Source: an optimization exercise on an open RTL-to-GDS flow (aim: a short achievable clock period and few clock cycles). Production flows keep margins and buffers that such runs may drop.
The RTL was checked by simulation tests, not by an equivalence proof against the original design.
Power figures rest on the tool's default switching activity, not on a simulated workload.

$ cat design/flow/design.v
module il_core (
    input  wire        clk,
    input  wire        rst,
    input  wire        start,
    input  wire [15:0] prog_len,
    output wire        busy,
    output wire [15:0] acc,
    output wire [15:0] last_line,
    output wire [4:0]  esp,
    output wire [4:0]  csp,
    output wire        prog_valid,
    output wire [15:0] prog_addr,
    input  wire        prog_ready,
    input  wire [15:0] prog_word,
    input  wire [15:0] prog_opr,
    output wire        mem_valid,
    output wire        mem_we,
    output wire [1:0]  mem_region,
    output wire [4:0]  mem_slot,
    output wire [15:0] mem_wdata,
    input  wire        mem_ready,
    input  wire [15:0] mem_rdata
);
    localparam DEPTH = 20;
    localparam [4:0] OP_LOAD = 5'd1,  OP_STOR = 5'd2,  OP_SET = 5'd3,
                     OP_AND  = 5'd5,  OP_OR   = 5'd6,  OP_XOR = 5'd7,
                     OP_ADD  = 5'd8,  OP_SUB  = 5'd9,  OP_MUL = 5'd10,
                     OP_DIV  = 5'd11, OP_GT   = 5'd12, OP_GE  = 5'd13,
                     OP_EQ   = 5'd14, OP_NE   = 5'd15, OP_LE  = 5'd16,
                     OP_LT   = 5'd17, OP_JUMP = 5'd18, OP_CALL = 5'd19,
                     OP_RET  = 5'd20, OP_CLOSE = 5'd21;
    localparam [2:0] PH_RUN  = 3'd0,    
                     PH_CMEM = 3'd1,    
                     PH_MUL1 = 3'd2,
                     PH_MUL2 = 3'd3,
                     PH_DIV0 = 3'd4,
                     PH_DIVI = 3'd5;
    reg [15:0] acc_r;
    reg [15:0] last_line_r;
    reg [4:0]  esp_r;
    reg [4:0]  csp_r;
    reg [15:0] edisc;
    reg [4:0]  estk_op [0:DEPTH-1];    
    reg        estk_n  [0:DEPTH-1];    
    reg [15:0] estk_a  [0:DEPTH-1];    
    reg [15:0] cstk    [0:DEPTH-1];    
    reg        busy_r;
    reg        pv;         
    reg        fmore;      
    reg [15:0] pa;         
    reg [15:0] plen;
    function [7:0] decode_addr;    
        input [15:0] a;
        begin
            decode_addr = 8'd0;
            if (a >= 16'd1 && a <= 16'd26)
                decode_addr = {1'b1, 2'd0, a[4:0] - 5'd1};
            else if (a >= 16'd10001 && a <= 16'd10026)
                decode_addr = {1'b1, 2'd1, a[4:0] - 5'd17};
            else if (a >= 16'd30001 && a <= 16'd30026)
                decode_addr = {1'b1, 2'd2, a[4:0] - 5'd17};
            else if (a >= 16'd40001 && a <= 16'd40026)
                decode_addr = {1'b1, 2'd3, a[4:0] - 5'd1};
        end
    endfunction
    wire [4:0] p_op  = (prog_word[7:0] > 8'd21) ? 5'd0 : prog_word[4:0];
    wire       p_i   = prog_word[8];
    wire       p_n   = prog_word[9];
    wire       p_c   = prog_word[10];
    wire       p_g   = prog_word[11];
    wire       p_ld  = (p_op == OP_LOAD);
    wire       p_st  = (p_op == OP_STOR);
    wire       p_sr  = (p_op == 5'd3) || (p_op == 5'd4);
    wire       p_bin = (p_op >= OP_AND) && (p_op <= OP_LT);
    wire       p_j   = (p_op == OP_JUMP);
    wire       p_cl  = (p_op == OP_CALL);
    wire       p_rt  = (p_op == OP_RET);
    wire       p_cls = (p_op == OP_CLOSE);
    wire       p_ctrl = p_j | p_cl | p_rt;
    wire [7:0] p_dec = decode_addr(prog_opr);
    wire       p_mok = p_dec[7];
    wire k_ld   = p_ld & !p_g;
    wire k_open = p_g & (p_ld | p_st | p_bin);
    wire k_stor = p_st & !p_g;
    wire k_bin  = p_bin & !p_g;
    wire [6:0] p_kind = {p_ctrl, p_cls, k_bin, p_sr, k_stor, k_open, k_ld};
    wire p_memreq = p_mok & ((k_ld & !p_i) | (k_open & p_bin & !p_i) |
                             k_stor | p_sr | (k_bin & !p_i));
    wire p_useimm = (p_ld & (p_i | p_g)) | (p_st & p_g) | (p_bin & p_i);
    wire [15:0] p_vimm = p_useimm ? prog_opr : 16'd0;
    wire p_rinv = k_ld & p_n;
    wire p_we   = k_stor | p_sr;
    wire p_mod  = !(k_stor | p_sr | p_ctrl);
    wire p_exec = !(p_op == 5'd0);    
    reg        b_v;
    reg [6:0]  b_kind;
    reg [4:0]  b_op;
    reg        b_i, b_n, b_c;
    reg [15:0] b_opr, b_vimm, b_line1;
    reg [1:0]  b_region;
    reg [4:0]  b_slot;
    reg        b_memreq, b_rinv, b_we, b_mod;
    reg        e_v;
    reg [2:0]  e_ph;
    reg [6:0]  e_kind;
    reg [4:0]  e_op;
    reg        e_i, e_n, e_c;
    reg [15:0] e_opr, e_vimm, e_line1;
    reg [1:0]  e_region;
    reg [4:0]  e_slot;
    reg        e_memreq, e_rinv, e_we, e_mod;
    reg [15:0] mA, mB, mP;
    reg [15:0] dR, dD, dQ;
    reg [3:0]  dCnt;
    wire e_kld   = e_kind[0];
    wire e_kopen = e_kind[1];
    wire e_kstor = e_kind[2];
    wire e_ksr   = e_kind[3];
    wire e_kbin  = e_kind[4];
    wire e_kcls  = e_kind[5];
    wire e_kctrl = e_kind[6];
    wire acc_nz = (acc_r != 16'd0);
    wire e_run  = e_v && (e_ph == PH_RUN);
    wire e_cm   = e_v && (e_ph == PH_CMEM);
    wire e_cond = acc_nz ^ e_n;
    wire m_run = e_run & e_memreq & (!e_ksr | e_cond);
    assign mem_valid  = m_run | e_cm;
    assign mem_we     = e_we;
    assign mem_region = e_region;
    assign mem_slot   = e_slot;
    wire [15:0] wsrc  = e_cm ? e_opr : acc_r;
    wire        wbit  = (wsrc != 16'd0) ^ e_n;
    wire [15:0] wword = e_n ? ~wsrc : wsrc;
    assign mem_wdata  = e_ksr ? {15'd0, (e_op == OP_SET)}
                              : (e_region[1] ? wword : {15'd0, wbit});
    wire [15:0] rd_value = e_region[1] ? (e_rinv ? ~mem_rdata : mem_rdata)
                                       : {15'd0, mem_rdata[0] ^ e_rinv};
    wire [15:0] e_val = e_memreq ? rd_value : e_vimm;
    wire [4:0]  top_op = estk_op[0];
    wire        top_n  = estk_n[0];
    wire [15:0] top_a  = estk_a[0];
    wire [4:0]  alu_op = e_kcls ? top_op : e_op;
    wire [15:0] alu_a  = e_kcls ? top_a : acc_r;
    wire [15:0] alu_b  = (e_kcls ? acc_r : e_val) ^ {16{e_kcls ? top_n : e_n}};
    wire [16:0] alu_d  = {1'b0, alu_a} - {1'b0, alu_b};
    wire        a_lt   = alu_d[16];
    wire        a_eq   = (alu_a == alu_b);
    reg  [15:0] alu_y;
    always @(*) begin
        case (alu_op)
            OP_AND: alu_y = alu_a & alu_b;
            OP_OR:  alu_y = alu_a | alu_b;
            OP_XOR: alu_y = alu_a ^ alu_b;
            OP_ADD: alu_y = alu_a + alu_b;
            OP_SUB: alu_y = alu_d[15:0];
            OP_GT:  alu_y = {15'd0, !a_lt && !a_eq};
            OP_GE:  alu_y = {15'd0, !a_lt};
            OP_EQ:  alu_y = {15'd0, a_eq};
            OP_NE:  alu_y = {15'd0, !a_eq};
            OP_LE:  alu_y = {15'd0, a_lt || a_eq};
            OP_LT:  alu_y = {15'd0, a_lt};
            default: alu_y = 16'd0;
        endcase
    end
    wire alu_md = (alu_op == OP_MUL) || (alu_op == OP_DIV);
    wire [7:0] acc_dec = decode_addr(acc_r);
    function [4:0] lzc;
        input [15:0] x;
        integer k;
        begin
            lzc = 5'd16;
            for (k = 0; k < 16; k = k + 1)
                if (x[k]) lzc = 5'd15 - k[4:0];
        end
    endfunction
    wire [4:0]  lzA = lzc(mA);
    wire [4:0]  lzB = lzc(mB);
    wire [4:0]  dS  = lzB - lzA;
    wire [16:0] d_t = {1'b0, dR} - {1'b0, dD};
    wire        d_ge = !d_t[16];
    reg e_done;
    always @(*) begin
        e_done = 1'b0;
        if (e_v) begin
            case (e_ph)
            PH_RUN: begin
                if (e_kcls) begin
                    if (edisc != 16'd0 || esp_r == 5'd0)
                        e_done = 1'b1;
                    else if (top_op == OP_LOAD || top_op == OP_STOR)
                        e_done = !acc_dec[7];
                    else
                        e_done = !alu_md;
                end else if (m_run) begin
                    e_done = mem_ready && !(e_kbin && alu_md);
                end else begin
                    e_done = !(e_kbin && alu_md);
                end
            end
            PH_CMEM: e_done = mem_ready;
            PH_MUL2: e_done = 1'b1;
            PH_DIV0: e_done = (mB == 16'd0) || (lzB < lzA);
            PH_DIVI: e_done = (dCnt == 4'd0);
            default: e_done = 1'b0;
            endcase
        end
    end
    wire e_accept = !e_v || e_done;
    wire        hs       = pv && prog_ready;
    wire [15:0] pa1      = pa + 16'd1;
    wire        lt_pa1   = (pa1 < plen);
    wire        lt_opr   = (prog_opr < plen);
    wire        lt_cs0   = (cstk[0] < plen);
    wire        acc_stable = !e_v || !e_mod;
    wire        p_resolv = !p_c || acc_stable;
    wire        p_gate   = !p_c || (acc_nz ^ p_n);
    wire        p_toE    = p_exec && !(p_ctrl && p_resolv);
    wire        x_e      = e_run && e_kctrl;           
    wire        x_j      = x_e ? (e_op == OP_JUMP) : p_j;
    wire        x_cl     = x_e ? (e_op == OP_CALL) : p_cl;
    wire        x_rt     = x_e ? (e_op == OP_RET)  : p_rt;
    wire        x_gate   = x_e ? (!e_c || e_cond) : p_gate;
    wire [15:0] x_opr    = x_e ? e_opr : prog_opr;
    wire        x_ltopr  = x_e ? (e_opr < plen) : lt_opr;
    wire [15:0] x_l1     = x_e ? e_line1 : pa1;
    wire        x_ltl1   = x_e ? (e_line1 < plen) : lt_pa1;
    wire        x_push   = x_cl && x_gate && (csp_r != DEPTH);
    wire        x_pop    = x_rt && x_gate && (csp_r != 5'd0);
    reg  [15:0] x_next;
    reg         x_lt;
    always @(*) begin
        if ((x_j && x_gate) || x_push) begin
            x_next = x_opr;   x_lt = x_ltopr;
        end else if (x_rt && x_gate) begin
            x_next = x_pop ? cstk[0] : 16'hFFFF;
            x_lt   = x_pop ? lt_cs0 : 1'b0;
        end else begin
            x_next = x_l1;    x_lt = x_ltl1;
        end
    end
    wire x_fire = x_e || (hs && !p_toE);    
    wire f_adv  = x_e || hs;                 
    integer k;
    reg        fmore_n, b_v_n, e_v_n;
    always @(*) begin
        fmore_n = fmore;
        if (f_adv)
            fmore_n = (hs && p_toE && !p_ctrl) ? lt_pa1 :
                      (hs && p_toE) ? 1'b0 : x_lt;
        b_v_n = b_v;
        if (b_v && e_accept) b_v_n = 1'b0;
        else if (hs && p_toE && !e_accept) b_v_n = 1'b1;
        e_v_n = e_v;
        if (e_accept) e_v_n = b_v || (hs && p_toE);
    end
    always @(posedge clk) begin
        if (rst) begin
            busy_r <= 1'b0;
            pv     <= 1'b0;
            fmore  <= 1'b0;
            b_v    <= 1'b0;
            e_v    <= 1'b0;
            e_ph   <= PH_RUN;
            acc_r  <= 16'd0;
            esp_r  <= 5'd0;
            csp_r  <= 5'd0;
            edisc  <= 16'd0;
            last_line_r <= 16'd0;
        end else if (!busy_r) begin
            if (start) begin
                busy_r <= 1'b1;
                plen   <= prog_len;
                pa     <= 16'd0;
                fmore  <= (prog_len != 16'd0);
                pv     <= (prog_len != 16'd0);
                if (prog_len == 16'd0) last_line_r <= 16'd0;
            end
        end else begin
            fmore  <= fmore_n;
            b_v    <= b_v_n;
            e_v    <= e_v_n;
            pv     <= fmore_n && !b_v_n;
            busy_r <= fmore_n || b_v_n || e_v_n;
            if (hs && p_toE) begin
                pa <= pa1;
                if (!p_ctrl && !lt_pa1) last_line_r <= pa1;
            end else if (x_fire) begin
                pa <= x_next;
                if (!x_lt) last_line_r <= x_next;
                if (x_push) begin
                    cstk[0] <= x_l1;
                    for (k = 1; k < DEPTH; k = k + 1) cstk[k] <= cstk[k-1];
                    csp_r <= csp_r + 5'd1;
                end else if (x_pop) begin
                    for (k = 0; k < DEPTH - 1; k = k + 1) cstk[k] <= cstk[k+1];
                    csp_r <= csp_r - 5'd1;
                end
            end
            if (hs && p_toE && !(e_accept && !b_v)) begin
                b_kind <= p_kind;  b_op <= p_op;
                b_i <= p_i;  b_n <= p_n;  b_c <= p_c;
                b_opr <= prog_opr;  b_vimm <= p_vimm;  b_line1 <= pa1;
                b_region <= p_dec[6:5];  b_slot <= p_dec[4:0];
                b_memreq <= p_memreq;  b_rinv <= p_rinv;  b_we <= p_we;
                b_mod <= p_mod;
            end
            if (e_accept) begin
                e_ph <= PH_RUN;
                if (b_v) begin
                    e_kind <= b_kind;  e_op <= b_op;
                    e_i <= b_i;  e_n <= b_n;  e_c <= b_c;
                    e_opr <= b_opr;  e_vimm <= b_vimm;  e_line1 <= b_line1;
                    e_region <= b_region;  e_slot <= b_slot;
                    e_memreq <= b_memreq;  e_rinv <= b_rinv;  e_we <= b_we;
                    e_mod <= b_mod;
                end else begin
                    e_kind <= p_kind;  e_op <= p_op;
                    e_i <= p_i;  e_n <= p_n;  e_c <= p_c;
                    e_opr <= prog_opr;  e_vimm <= p_vimm;  e_line1 <= pa1;
                    e_region <= p_dec[6:5];  e_slot <= p_dec[4:0];
                    e_memreq <= p_memreq;  e_rinv <= p_rinv;  e_we <= p_we;
                    e_mod <= p_mod;
                end
            end
            if (e_v) begin
                case (e_ph)
                PH_RUN: begin
                    if (e_kld) begin
                        if (!m_run || mem_ready) acc_r <= e_val;
                    end else if (e_kopen) begin
                        if (!m_run || mem_ready) begin
                            if (esp_r != DEPTH) begin
                                estk_op[0] <= e_op;
                                estk_n[0]  <= e_n;
                                estk_a[0]  <= acc_r;
                                for (k = 1; k < DEPTH; k = k + 1) begin
                                    estk_op[k] <= estk_op[k-1];
                                    estk_n[k]  <= estk_n[k-1];
                                    estk_a[k]  <= estk_a[k-1];
                                end
                                esp_r <= esp_r + 5'd1;
                                acc_r <= e_val;
                            end else if (edisc != 16'hFFFF) begin
                                edisc <= edisc + 16'd1;
                            end
                        end
                    end else if (e_kbin) begin
                        if (!m_run || mem_ready) begin
                            if (alu_md) begin
                                mA   <= alu_a;
                                mB   <= alu_b;
                                e_ph <= (alu_op == OP_MUL) ? PH_MUL1 : PH_DIV0;
                            end else begin
                                acc_r <= alu_y;
                            end
                        end
                    end else if (e_kcls) begin
                        if (edisc != 16'd0) begin
                            edisc <= edisc - 16'd1;
                        end else if (esp_r != 5'd0) begin
                            esp_r <= esp_r - 5'd1;
                            for (k = 0; k < DEPTH - 1; k = k + 1) begin
                                estk_op[k] <= estk_op[k+1];
                                estk_n[k]  <= estk_n[k+1];
                                estk_a[k]  <= estk_a[k+1];
                            end
                            if (top_op == OP_LOAD || top_op == OP_STOR) begin
                                if (top_op == OP_STOR)
                                    acc_r <= top_a;
                                else if (!acc_dec[7])
                                    acc_r <= 16'd0;
                                if (acc_dec[7]) begin
                                    e_ph     <= PH_CMEM;
                                    e_region <= acc_dec[6:5];
                                    e_slot   <= acc_dec[4:0];
                                    e_we     <= (top_op == OP_STOR);
                                    e_n      <= top_n;
                                    e_rinv   <= top_n;
                                    e_opr    <= top_a;
                                end
                            end else if (alu_md) begin
                                mA   <= alu_a;
                                mB   <= alu_b;
                                e_ph <= (alu_op == OP_MUL) ? PH_MUL1 : PH_DIV0;
                            end else if (alu_op >= OP_AND && alu_op <= OP_LT) begin
                                acc_r <= alu_y;
                            end
                        end
                    end
                end
                PH_CMEM: begin
                    if (mem_ready && !e_we) acc_r <= rd_value;
                end
                PH_MUL1: begin
                    mP   <= mA * {8'd0, mB[7:0]};
                    e_ph <= PH_MUL2;
                end
                PH_MUL2: begin
                    acc_r <= mP + {mA[7:0] * mB[15:8], 8'd0};
                end
                PH_DIV0: begin
                    if (mB == 16'd0 || lzB < lzA) begin
                        acc_r <= 16'd0;
                    end else begin
                        dR   <= mA;
                        dD   <= mB << dS[3:0];
                        dQ   <= 16'd0;
                        dCnt <= dS[3:0];
                        e_ph <= PH_DIVI;
                    end
                end
                PH_DIVI: begin
                    if (d_ge) dR <= d_t[15:0];
                    dD   <= dD >> 1;
                    dQ   <= {dQ[14:0], d_ge};
                    dCnt <= dCnt - 4'd1;
                    if (dCnt == 4'd0) acc_r <= {dQ[14:0], d_ge};
                end
                default: ;
                endcase
            end
        end
    end
    assign busy       = busy_r;
    assign acc        = acc_r;
    assign last_line  = last_line_r;
    assign esp        = esp_r;
    assign csp        = csp_r;
    assign prog_valid = pv;
    assign prog_addr  = pa;
endmodule
$ cat design/flow/run.sh
#!/bin/bash
# synth_recipe.tcl (not shown) runs the flow's synth.tcl, then flattens the netlist and writes it again
# the make line also repeats each setting of config.mk as NAME=value (left out here)
make -C /OpenROAD-flow-scripts/flow DESIGN_CONFIG=/design/flow/config.mk WORK_HOME=/design/flow/orfs CLKGATE_MAP_FILE= SYNTH_SCRIPT=/design/flow/synth_recipe.tcl finish
$ cat design/flow/config.mk
export PLATFORM = sky130hd
export DESIGN_NAME = il_core
export DESIGN_NICKNAME = il_core
export VERILOG_FILES = /design/flow/design.v
export SDC_FILE = /design/flow/constraint.sdc
export NUM_CORES = 4
export LEC_CHECK = 0
export CAP_MARGIN = 20
export CORE_MARGIN = 2
export CORE_UTILIZATION = 40
export SLEW_MARGIN = 20
$ cat design/flow/constraint.sdc
create_clock -name core_clock -period 8.0 [get_ports {clk}]
set_input_delay 1.6000 -clock core_clock [delete_from_list [all_inputs] [get_ports {clk}]]
set_output_delay 1.6000 -clock core_clock [all_outputs]
set_load 0.01 [all_outputs]
==> results of run 1 <==
[power groups by stage]
stage / registers, mW / logic, mW / clock network [mW]
5_1_grt: 6.30 / 0.649 / 5.81
6_report: 6.30 / 0.601 / 5.45
3_3_place_gp: 6.42 / 0.582 / 0
4_1_cts: 6.30 / 0.592 / 5.61
2_1_floorplan: 6.41 / 0.376 / 0
3_5_place_dp: 6.42 / 0.588 / 0
[worst register-to-register path: stages (launching register included)]
cell and delay (ns):
edfxtp_1 0.60, or4_1 0.65, nor4_1 1.06, ha_1 0.41, a21o_1 0.29, o21ai_0 0.20, a21oi_1 0.16, o311ai_4 0.19
buf_4 0.51, and2_2 0.87, buf_4 0.40
[cell usage after synthesis, types with 65 or more instances]
library cell / instances / area share
nand2_1: 1189 / 0.075
edfxtp_1: 1035 / 0.52
mux2_2: 471 / 0.089
clkbuf_1: 243 / 0.015
nor2_1: 234 / 0.015
inv_1: 225 / 0.014
ha_1: 220 / 0.046
o21ai_0: 191 / 0.016
mux2i_1: 140 / 0.023
a21oi_1: 139 / 0.012
and2_1: 118 / 0.012
xnor2_1: 83 / 0.012
fa_1: 80 / 0.027
xor2_1: 74 / 0.011
dfxtp_1: 66 / 0.022
nand3_1: 66 / 0.0055
nor3_1: 65 / 0.0054
[sequential cells by signal, indices dropped and copies added (netlist names), 20 cells and up]
| name | cells |
|---|---|
| cstk | 320 |
| estk_a | 320 |
| estk_n | 20 |
| estk_op | 100 |
[worst max-delay path by stage]
stage                            start  cells past startpoint  slack (ns)            to
after floorplan                    rst                      4       -4.93  estk_a[0][0]
after global placement    mem_rdata[3]                     17        1.70      acc_r[9]
after detailed placement  mem_rdata[1]                     17        1.64      acc_r[9]
after CTS                      e_ph[2]                      9        2.19  mem_wdata[0]
after global routing           e_ph[2]                      9        1.96  mem_wdata[0]
final                          e_ph[2]                      9        2.17  mem_wdata[0]
[metal layers]
layer  up-vias  routed length (µm)  track usage
met5         -                   7            0
met3       231               10520      0.03688
met4         2                5042      0.07062
met1     19676               70830       0.2840
met2      1179               63930       0.2842
li1      19009                   -            -
[through the flow]
step,cell area (µm²),setup TNS [ns]
2_1_floorplan,59840,-2125.19
3_3_place_gp,63370,0
3_5_place_dp,63370,0
4_1_cts,67220,0
5_1_grt,67350,0
6_report,67350,0
[placed cells by master, fill, tap and decap left out, types with 66 or more instances in the layout]
cell,instances
clkbuf_16,117
edfxtp_1,1035
fa_1,80
xor2_1,74
a21oi_1,136
inv_1,225
mux2_2,471
nor2_1,231
nand2_1,1189
clkdlybuf4s50_1,148
and2_1,117
ha_1,220
xnor2_1,83
nand3_1,66
o21ai_0,191
mux2i_1,138
[cell type report]
cell class / count / area, µm²
Clock buffer: 152 / 3089
Timing Repair Buffer: 225 / 2242
Tap cell: 1930 / 2415
Fill cell: 13583 / 80670
Antenna cell: 1 / 2.502
Sequential cell: 1101 / 32400
Multi-Input combinational cell: 3651 / 25570
Clock inverter: 65 / 763.2
Inverter: 228 / 863.3
[cell families (layout without fill, tap and decap cells)]
family | Yosys count | count (layout) | synth area share
other | 0 | 1 | 0
adders and majority gates | 300 | 300 | 0.07291
DFF | 1101 | 1101 | 0.5426
muxes | 615 | 615 | 0.1136
and+or+nand+nor | 1881 | 1881 | 0.1369
xor gates and xnor gates | 159 | 159 | 0.02378
buffers and inverters | 510 | 670 | 0.03264
AOI/OAI and AO/OA | 696 | 696 | 0.07756
==> flow_summary.toml, run 1 <==
[setup_path]
crit_fanout = 19
slowest_stage = "clkdlybuf4s50_1"
r2r_setup_slack_ns = 2.35
path_cells = "nand2b_1, nor2_1, and2_1, or4_1, o21ai_0, o221ai_1, xnor2_1, o21ai_0, clkdlybuf4s50_1"
cp_data_required_time_ns = 6.40
cpPeakStageDelay_ns = 0.63
cpMostUsedCell = "o21ai_0"
critPathBufInv = 1
arrival_ns = 4.23
cp-end-kind = "primary output"
path_class = "flop to primary output"
timing.rr.start = "mB[11]"
worstRegToRegCells = 10
start_kind = "flop"
r2r_end = "e_line1[1]"
crit_family = "simple AND/OR/NAND/NOR gates"

[pwr]
switchingPower_mw = 2.750
p_comb_frac = 0.049
seqPwrFrac = 0.510
power_density_nw_per_um2 = 183.4
p_int_mw = 9.605
finalPower_mw = 12.36
p_leak_nw = 25.22
p_sw_frac = 0.2226
peakVddDrop_uv = 183.7
p_clk_frac = 0.441

[synthesis]
ys_async_sr_fraction = 0
yosys_warnings = 5
synth_area_um2 = 59720
ys_seq_elements = 1101
synth_cell_types = 91
synth_ff_type = "edfxtp_1"
ys_seq_area_frac = 0.5426
postSynthAreaPerCell_um2 = 11.35
netlist_instances = 5262
synth-edff-count = 1035
syn_nets = 5631

[place]
gp_congestion = 0.9248
dp_hpwl_mm = 102.6
place_ws_ns = 1.637
numPortBuffers = 149
place_inst = 7130

[clock_network]
cts_hold_buf = 0
cts_tree = "yes"
cts_setup_buffers = 0
clk_pin_slew_ns = 0.06
cts_inserted_buffers = 117
clock_sinks = 1101
root_buffer = "clkbuf_16"
clock_latency_ns = 0.80
htree_levels = 3
clock_path_buffers = 3
cts_resized = 0

[timing]
max_freq_mhz = 171.6
setup_ws_ns = 2.171
setup_violations = 0
hold_viol = 0
finClkSkew_ns = 0.08868
slew_headroom = 0.1639
period_needed_ns = 5.829
slew_violations = 0
holdWs_ns = 0.3927
min_period_over_period = 0.7286
worst_slew_pin_slew_ns = 1.243
rsz0062_at_grt = "false"

[global_routing]
antenna_found_initial = 1
grtUsageTotal = 0.1938
grt_remaining_overflow = 0
grt_pass1_vias = 38598
grt_max_degree = 216
grt_pass1_wl_mm = 232.0

[floorplan]
core.rowCount = 141
coreArea_um2 = 148000
dieArea_um2 = 152400
dieWidth_um = 390.4
start_util = 0.4035
die_h_um = 390.4
io_pins = 154

[run]
max_cap_viol_count = 0

[status]
outcome = "timing/DRC/antenna clean"

[drt]
drcViolationCount = 0
totalWireLength_mm = 150.3
dr.pass1.iters = 6
ant_nets = 0
vias = 40097
vias_per_cell = 5.453
post_drt_wl_per_cell_um = 20.44
drt_first_iter_violations = 4101

[finish]
fin_cells = 7353
final_util = 0.4550
nNetsFinal = 5693
layout-drive-gt1-share = 0.1416
area_growth_pct = 12.78

[worst_hold_path]
min-delay-path-class = "flop to flop"
hp-start = "estk_op[18][3]"
min_to = "estk_op[19][3]"
hold_depth = 0
Testbench counts, summed over its fixed seeds: cycles 58,096.
==> run 2, diff against run 1 <==
--- a/design/flow/design.v
+++ b/design/flow/design.v
@@ -93,12 +93,12 @@
     wire p_mod  = !(k_stor | p_sr | p_ctrl);
     wire p_exec = !(p_op == 5'd0);    
-    reg        b_v;
-    reg [6:0]  b_kind;
-    reg [4:0]  b_op;
-    reg        b_i, b_n, b_c;
-    reg [15:0] b_opr, b_vimm, b_line1;
-    reg [1:0]  b_region;
-    reg [4:0]  b_slot;
-    reg        b_memreq, b_rinv, b_we, b_mod;
+    wire [15:0] pa1 = pa + 16'd1;
+    localparam QW = 74;
+    wire [QW-1:0] p_ent = {p_mod, p_we, p_rinv, p_memreq, p_dec[4:0], p_dec[6:5],
+                           pa1, p_vimm, prog_opr, p_c, p_n, p_i, p_op, p_kind};
+    localparam QD = 3;
+    reg [QW-1:0] q [0:QD-1];
+    reg [2:0]    qn;         
+    wire         b_v = (qn != 3'd0);
     reg        e_v;
     reg [2:0]  e_ph;
@@ -208,9 +208,15 @@
     wire e_accept = !e_v || e_done;
     wire        hs       = pv && prog_ready;
-    wire [15:0] pa1      = pa + 16'd1;
     wire        lt_pa1   = (pa1 < plen);
     wire        lt_opr   = (prog_opr < plen);
     wire        lt_cs0   = (cstk[0] < plen);
-    wire        acc_stable = !e_v || !e_mod;
+    integer k;
+    reg         q_mod;
+    always @(*) begin
+        q_mod = 1'b0;
+        for (k = 0; k < QD; k = k + 1)
+            if (k < qn && q[k][QW-1]) q_mod = 1'b1;
+    end
+    wire        acc_stable = !(e_v && e_mod) && !q_mod;
     wire        p_resolv = !p_c || acc_stable;
     wire        p_gate   = !p_c || (acc_nz ^ p_n);
@@ -241,6 +247,8 @@
     wire x_fire = x_e || (hs && !p_toE);    
     wire f_adv  = x_e || hs;                 
-    integer k;
-    reg        fmore_n, b_v_n, e_v_n;
+    reg        fmore_n, e_v_n;
+    reg [2:0]  qn_n;
+    wire       q_pop  = e_accept && b_v;
+    wire       q_push = hs && p_toE && !(e_accept && !b_v);
     always @(*) begin
         fmore_n = fmore;
@@ -248,7 +256,5 @@
             fmore_n = (hs && p_toE && !p_ctrl) ? lt_pa1 :
                       (hs && p_toE) ? 1'b0 : x_lt;
-        b_v_n = b_v;
-        if (b_v && e_accept) b_v_n = 1'b0;
-        else if (hs && p_toE && !e_accept) b_v_n = 1'b1;
+        qn_n = qn + {2'd0, q_push} - {2'd0, q_pop};
         e_v_n = e_v;
         if (e_accept) e_v_n = b_v || (hs && p_toE);
@@ -259,5 +265,5 @@
             pv     <= 1'b0;
             fmore  <= 1'b0;
-            b_v    <= 1'b0;
+            qn     <= 3'd0;
             e_v    <= 1'b0;
             e_ph   <= PH_RUN;
@@ -278,8 +284,8 @@
         end else begin
             fmore  <= fmore_n;
-            b_v    <= b_v_n;
+            qn     <= qn_n;
             e_v    <= e_v_n;
-            pv     <= fmore_n && !b_v_n;
-            busy_r <= fmore_n || b_v_n || e_v_n;
+            pv     <= fmore_n && (qn_n != QD);
+            busy_r <= fmore_n || (qn_n != 3'd0) || e_v_n;
             if (hs && p_toE) begin
                 pa <= pa1;
@@ -297,29 +303,16 @@
                 end
             end
-            if (hs && p_toE && !(e_accept && !b_v)) begin
-                b_kind <= p_kind;  b_op <= p_op;
-                b_i <= p_i;  b_n <= p_n;  b_c <= p_c;
-                b_opr <= prog_opr;  b_vimm <= p_vimm;  b_line1 <= pa1;
-                b_region <= p_dec[6:5];  b_slot <= p_dec[4:0];
-                b_memreq <= p_memreq;  b_rinv <= p_rinv;  b_we <= p_we;
-                b_mod <= p_mod;
+            for (k = 0; k < QD; k = k + 1) begin
+                if (q_pop) begin
+                    if (q_push && k == qn - 3'd1) q[k] <= p_ent;
+                    else if (k < QD - 1) q[k] <= q[k+1];
+                end else if (q_push && k == qn) begin
+                    q[k] <= p_ent;
+                end
             end
             if (e_accept) begin
                 e_ph <= PH_RUN;
-                if (b_v) begin
-                    e_kind <= b_kind;  e_op <= b_op;
-                    e_i <= b_i;  e_n <= b_n;  e_c <= b_c;
-                    e_opr <= b_opr;  e_vimm <= b_vimm;  e_line1 <= b_line1;
-                    e_region <= b_region;  e_slot <= b_slot;
-                    e_memreq <= b_memreq;  e_rinv <= b_rinv;  e_we <= b_we;
-                    e_mod <= b_mod;
-                end else begin
-                    e_kind <= p_kind;  e_op <= p_op;
-                    e_i <= p_i;  e_n <= p_n;  e_c <= p_c;
-                    e_opr <= prog_opr;  e_vimm <= p_vimm;  e_line1 <= pa1;
-                    e_region <= p_dec[6:5];  e_slot <= p_dec[4:0];
-                    e_memreq <= p_memreq;  e_rinv <= p_rinv;  e_we <= p_we;
-                    e_mod <= p_mod;
-                end
+                {e_mod, e_we, e_rinv, e_memreq, e_slot, e_region, e_line1, e_vimm,
+                 e_opr, e_c, e_n, e_i, e_op, e_kind} <= b_v ? q[0] : p_ent;
             end
             if (e_v) begin
--- a/design/flow/config.mk
+++ b/design/flow/config.mk
@@ -9,3 +9,4 @@
 export CORE_MARGIN = 2
 export CORE_UTILIZATION = 40
+export SETUP_SLACK_MARGIN = 3.0
 export SLEW_MARGIN = 20
==> flow_summary.toml, run 2 <==
[status]
outcome = "timing/DRC/antenna clean"

[finish]
final_cell_mix = "nand2_1, edfxtp_1, mux2_2, inv_1"
area_growth_pct = 14.50
fin_cells = 8365
layout-drive-gt1-share = 0.1557
nNetsFinal = 6437
mostFrequentLayoutCell = "nand2_1"
final_util = 0.4610
reg_top3 = "cstk (320), estk_a (320), q (216)"

[setup_path]
path_class = "primary input to flop"
timing.rr.start = "e_n"
cp_data_required_time_ns = 8.64
cp-end-kind = "flop"
r2r_setup_slack_ns = 3.05
cpPeakStageDelay_ns = 0.46
start_kind = "primary input"
worstRegToRegCells = 16
arrival_ns = 5.70
crit_fanout = 4
path_cells = "clkdlybuf4s50_1, xor2_2, a31oi_2, mux2i_1, xnor2_1, buf_4, inv_1, ha_1, o21ba_2, or4_1, a31oi_2, nand2_1, o311ai_0, a21boi_2, nor3b_1, or3_1, a41o_1"
r2r_end = "acc_r[11]"
slowest_stage = "or4_1"
cpMostUsedCell = "a31oi_2"

[drt]
drcViolationCount = 0
post_drt_wl_per_cell_um = 21.81
totalWireLength_mm = 182.4
vias_per_cell = 5.459
drt_first_iter_violations = 4239
vias = 45668
ant_nets = 0
dr.pass1.iters = 27

[floorplan]
dieWidth_um = 411.5
coreArea_um2 = 165000
start_util = 0.4026
io_pins = 154
core.rowCount = 149
die_h_um = 411.5
dieArea_um2 = 169300

[global_routing]
grt_pass1_vias = 44518
grtUsageTotal = 0.2121
grt_max_degree = 201
grt_remaining_overflow = 0
antenna_found_initial = 11
grt_pass1_wl_mm = 276.2

[clock_network]
clock_sinks = 1247
clock_latency_ns = 0.78
cts_inserted_buffers = 138
root_buffer = "clkbuf_16"
clk_pin_slew_ns = 0.06
cts_tree = "yes"
htree_levels = 4
clock_path_buffers = 3

[synthesis]
synth_area_um2 = 66430
syn_nets = 6305
ys_async_sr_fraction = 0
synth_ff_type = "edfxtp_1"
synth_most_common_cell = "nand2_1"
synth-edff-count = 1179
ys_seq_elements = 1247
yosys-top-cells-area = "edfxtp_1, nand2_1, mux2_2, ha_1, fa_1"
yosys_warnings = 6
yosys.area.top_type = "edfxtp_1"
postSynthAreaPerCell_um2 = 11.20
ys_seq_area_frac = 0.5534
yosys.area.top_type_share = 0.5330
synth_cell_types = 95
netlist_instances = 5930
netlist_top_cells_count = "nand2_1, edfxtp_1, mux2_2"

[timing]
setup_tns_ns = 0
max_freq_mhz = 197.6
holdWs_ns = 0.4470
slew_headroom = 0.1746
worst_slew_pin_slew_ns = 1.238
hold_viol = 0
setup_violations = 0
period_needed_ns = 5.060
rsz0062_at_grt = "true"
finClkSkew_ns = 0.05261
min_period_over_period = 0.6325
slew_violations = 0

[worst_hold_path]
hold_depth = 0
min_to = "estk_a[19][13]"
hp-start = "estk_a[18][13]"
min-delay-path-class = "flop to flop"

[pwr]
p_leak_nw = 28.88
power_density_nw_per_um2 = 265.2
peakVddDrop_uv = 301.9
finalPower_mw = 20.17

[place]
place_inst = 8039
dp_hpwl_mm = 123.8
numPortBuffers = 149
gp_congestion = 0.9405

[run]
max_cap_viol_count = 0
## run 2: changes by cell type after synthesis, moves of 15 or more
cell / delta
nand2_1: +226
edfxtp_1: +144
a21oi_1: +80
mux2_1: +58
o21ai_0: +57
inv_1: +38
clkbuf_1: +34
nor2_1: +33
mux2i_1: -29
and3_1: +22
and2_1: -19
nand2b_1: +19
o31ai_1: -16
mux2_2: -15
## run 2: stage by stage
step	setup WS, ns	area (µm²)
floorplan	-0.6989	66660
global placement	1.859	70450
detailed placement	1.783	70460
CTS	2.796	75580
global route	2.768	76050
finish	2.940	76060
## run 2: final cells by class
class	count	area [µm²]
inverters	265	1010
flip-flops and latches	1247	36780
well taps	2189	2739
multi-input cells	4089	28020
clock inverters	80	880.8
repair buffers	321	2985
diodes	3	7.507
clock buffers	171	3638
fillers	15137	88930
## run 2: how the worst max path moves through the flow
stage,startpoint,end,slack (ns),depth (start not counted)
3_5_place_dp,prog_word[7],cstk[18][12],1.78,10
2_1_floorplan,mem_ready,estk_a[0][0],-0.70,4
6_report,mem_rdata[1],acc_r[11],2.94,17
4_1_cts,e_opr[5],mem_wdata[0],2.80,8
3_3_place_gp,prog_word[7],cstk[18][12],1.86,10
5_1_grt,mem_rdata[1],acc_r[11],2.77,17
## run 2: metal layers
metal  vias up  GRT usage  wire length, µm
met5         -          0               28
met4         6    0.06897             5567
met3       291    0.04594            13520
met2      1432     0.3192            80530
met1     22562     0.3034            82810
li1      21377          -                -
## run 2: critical path, delay by kind of cell
family                   cells  cell delay [ns]
XOR/XNOR                     2             0.37
AO/OA/AOI/OAI                6             1.35
AND/OR/NAND/NOR              4             1.18
multiplexers                 1             0.12
buffers and inverters        3             0.73
adder cells (fa/ha/maj)      1             0.35
## run 2: logic make-up after synthesis
kind of cell / share of synthesized area
simple gates: 0.1403
flops: 0.5534
compound gates: 0.07933
mux: 0.1040
buf+inv: 0.03462
fa+ha+maj: 0.06679
xor+xnor: 0.02147
## run 2: where the power goes
part	leakage [nW]	switching [mW]	total, mW	internal [mW]
Sequential	11.3	0.338	8.13	7.79
Clock	2.17	2.78	6.33	3.55
Combinational	15.4	3.58	5.71	2.13
## run 2: what timing repair did
item | in CTS | in global routing
pin swaps | 5 | 26
setup endpoints to repair | 721 | 601
setup buffers | 47 | 24
hold buffers | 0 | 0
resized for setup | 58 | 63
Testbench counts of run 2, summed over its fixed seeds: cycles 55,114.
==> run 3, diff against run 2 <==
--- a/design/flow/config.mk
+++ b/design/flow/config.mk
@@ -9,4 +9,4 @@
 export CORE_MARGIN = 2
 export CORE_UTILIZATION = 40
-export SETUP_SLACK_MARGIN = 3.0
+export SETUP_SLACK_MARGIN = 4.0
 export SLEW_MARGIN = 20
==> flow_summary.toml, run 3 <==
[global_routing]
antenna_found_initial = 3
grt_max_degree = 204
grt_remaining_overflow = 0
grtUsageTotal = 0.2340
grt_pass1_wl_mm = 301.0
grt_pass1_vias = 47018

[drt]
vias_per_cell = 5.646
post_drt_wl_per_cell_um = 23.82
totalWireLength_mm = 207.4
ant_nets = 0
dr.pass1.iters = 27
vias = 49159
drcViolationCount = 0
drt_first_iter_violations = 5156

[floorplan]
io_pins = 154
die_h_um = 411.5
start_util = 0.4026
coreArea_um2 = 165000
core.rowCount = 149
dieArea_um2 = 169300
dieWidth_um = 411.5

[place]
gp_congestion = 0.9478
numPortBuffers = 149
dp_hpwl_mm = 122.3
dpl_cell_area_um2 = 70550
place_ws_ns = 1.773

[setup_path]
cp-end-kind = "flop"
worstRegToRegCells = 25
startpoint = "mB[0]"
cpMostUsedCell = "nor3_1"
crit_fanout = 5
cp_data_required_time_ns = 8.55
timing.rr.start = "mB[0]"
crit_family = "compound AO/OA/AOI/OAI gates"
start_kind = "flop"
cpPeakStageDelay_ns = 0.46
slowest_stage = "edfxtp_1"
arrival_ns = 5.44
critical_path_depth = 25
critPathBufInv = 8
path_class = "flop to flop"

[synthesis]
netlist_instances = 5930
yosys-top-cells-area = "edfxtp_1, nand2_1, mux2_2, ha_1, fa_1"
synth_xor_area_frac = 0.02147
ys_seq_elements = 1247
ys_async_sr_fraction = 0
synth_most_common_cell = "nand2_1"
netlist_top_cells_count = "nand2_1, edfxtp_1, mux2_2"
synthMuxAreaShare = 0.1040
synth_ff_type = "edfxtp_1"
synth-edff-count = 1179
postSynthAreaPerCell_um2 = 11.20
syn_nets = 6305
yosys.area.top_type = "edfxtp_1"
yosys.area.top_type_share = 0.5330
ys_seq_area_frac = 0.5534
yosys.area_share.adder = 0.06679
synth_cell_types = 95
synth_area_um2 = 66430
synth_top_family_by_area = "simple AND/OR/NAND/NOR gates"
yosys_warnings = 6
synth-simple-area-share = 0.1403
synth_compound_area_frac = 0.07933

[pwr]
power_density_nw_per_um2 = 274.3
switchingPower_mw = 7.797
finalPower_mw = 22.98
p_sw_frac = 0.3393
p_leak_nw = 32.03
seqPwrFrac = 0.354
peakVddDrop_uv = 219.7
p_int_mw = 15.18
p_clk_frac = 0.276
p_comb_frac = 0.370

[finish]
layout-drive-gt1-share = 0.2530
final_cell_mix = "nand2_1, edfxtp_1, mux2_2, buf_4, inv_1"
area_growth_pct = 26.08
final_util = 0.5077
nNetsFinal = 6780
mostFrequentLayoutCell = "nand2_1"
design_area_um2 = 83760
reg_top3 = "cstk (320), estk_a (320), q (216)"

[run]
max_cap_viol_count = 0

[worst_hold_path]
hp-start = "estk_a[18][6]"
hold_depth = 0
min-delay-path-class = "flop to flop"

[timing]
setup_ws_ns = 3.111
slew_violations = 0
setup_tns_ns = 0
worst_slew_pin_slew_ns = 1.137
finClkSkew_ns = 0.05865
min_period_over_period = 0.6111
slew_headroom = 0.2364
max_freq_mhz = 204.6
rsz0062_at_grt = "true"
setup_violations = 0
period_needed_ns = 4.889
hold_viol = 0

[clock_network]
cts_hold_buf = 0
clk_pin_slew_ns = 0.06
cts_inserted_buffers = 140
clock_sinks = 1247
clock_path_buffers = 3
root_buffer = "clkbuf_16"
clock_latency_ns = 0.80
htree_levels = 4
cts_tree = "yes"

[status]
outcome = "timing/DRC/antenna clean"
-- run 3: cell counts after synthesis --
No cell type changed its count.
-- run 3: routing by layer --
metal,global-route usage,part of all wire,wire length (µm),vias to the layer above
li1,-,-,-,22093
met1,0.3320,0.43,89330,24388
met2,0.3516,0.44,90520,2209
met5,0,0,0,-
met3,0.04987,0.092,19040,469
met4,0.08595,0.041,8523,0
-- run 3: what timing repair did --
item	in CTS	in global routing
endpoints found under the setup margin	1566	924
gates cloned	73	25
pin swaps	181	156
gates resized for setup	691	281
buffers inserted	238	80
-- run 3: worst register-to-register path, stage by stage (launching register included) --
cell and delay, ns:
edfxtp_1 0.46, buf_12 0.18, nor2_4 0.08, nor3_2 0.04
nor3_1 0.18, nor3_1 0.09, nor3_1 0.17, nor3_1 0.07
o31a_1 0.25, ha_1 0.28, nor2b_4 0.13, o31a_1 0.27
o21ai_2 0.18, a21oi_4 0.15, o221ai_4 0.24, o21ai_4 0.15
nand2b_4 0.18, buf_4 0.15, buf_6 0.11, buf_6 0.11
a41oi_4 0.25, buf_8 0.16, buf_12 0.11, buf_12 0.14
clkbuf_16 0.17, mux2_1 0.32
-- run 3: per-stage QoR --
step | hold WS [ns] | cells
final | 0.4228 | 8707
after CTS | 0.4264 | 8599
after global routing | 0.4534 | 8704
after global placement | 0.4246 | 8036
after detailed placement | 0.4323 | 8036
after floorplan | 0.4222 | 5930
-- run 3: path summary, 6_finish.rpt --
kind | slack [ns] | end
min reg2reg | 0.42 | estk_a[19][6]
max reg2reg | 3.11 | q[1][67]
min | 0.42 | estk_a[19][6]
max | 3.11 | q[1][67]
-- run 3: logic make-up after synthesis --
group | Yosys count
flip-flops | 1247
buffers and inverters | 594
XOR/XNOR | 162
AND/OR/NAND/NOR | 2165
multiplexers | 626
AO/OA/AOI/OAI | 830
adder cells (fa/ha/maj) | 306
-- run 3: area by class of cell --
type / instances / area (µm²)
repair buffers: 655 / 8372
fillers: 14198 / 81230
clock inverters: 63 / 769.5
inverters: 265 / 1061
flip-flops and latches: 1247 / 36790
diodes: 3 / 7.507
well taps: 2189 / 2739
repair inverters: 4 / 38.79
clock buffers: 189 / 3727
multi-input cells: 4092 / 30250
-- run 3: power groups by stage --
stage	sequential [mW]	combinational (mW)	clock, mW
4_1_cts	8.10	7.52	6.47
2_1_floorplan	8.09	3.77	0
3_3_place_gp	8.25	5.41	0
5_1_grt	8.15	8.89	6.72
3_5_place_dp	8.25	5.48	0
6_report	8.13	8.49	6.35

## separate check: timing with driven ports
Ports are ideal in the flow. The routed layouts listed here were re-timed in OpenROAD.
Step 1 (the two cells are an assumption about what drives the block):
set clk [get_ports {clk}]
set_driving_cell -lib_cell sky130_fd_sc_hd__clkbuf_16 $clk
set_driving_cell -lib_cell sky130_fd_sc_hd__buf_2 [delete_from_list [all_inputs] $clk]
Step 2, shift: input delay + t, output delay - t, t = (earliest + latest rising clock arrival at the registers) / 2. This alone moves slack from input paths to output paths.
Slacks: no drivers / after step 1 / after step 2; pairs: no drivers / after step 1.
| run | shift t [ns] | setup slack, ns | hold WS [ns] | worst setup path at the end | worst data-port slew with drivers (ns) |
|---|---|---|---|---|---|
| run 1 | 0.832 | 2.171 / 2.095 / 1.494 | 0.393 / 0.393 / 0.393 | input to register | 0.16 |
| run 2 | 0.838 | 2.940 / 2.984 / 2.146 | 0.447 / 0.447 / 0.447 | input to register | 0.17 |
| run 3 | 0.847 | 3.111 / 3.111 / 2.702 | 0.423 / 0.423 / 0.423 | input to register | 0.17 |
After both steps every run listed still meets setup and hold. For run 2, which loses most, drivers alone change the setup slack by +0.044 ns; drivers and shift together by -0.794 ns.
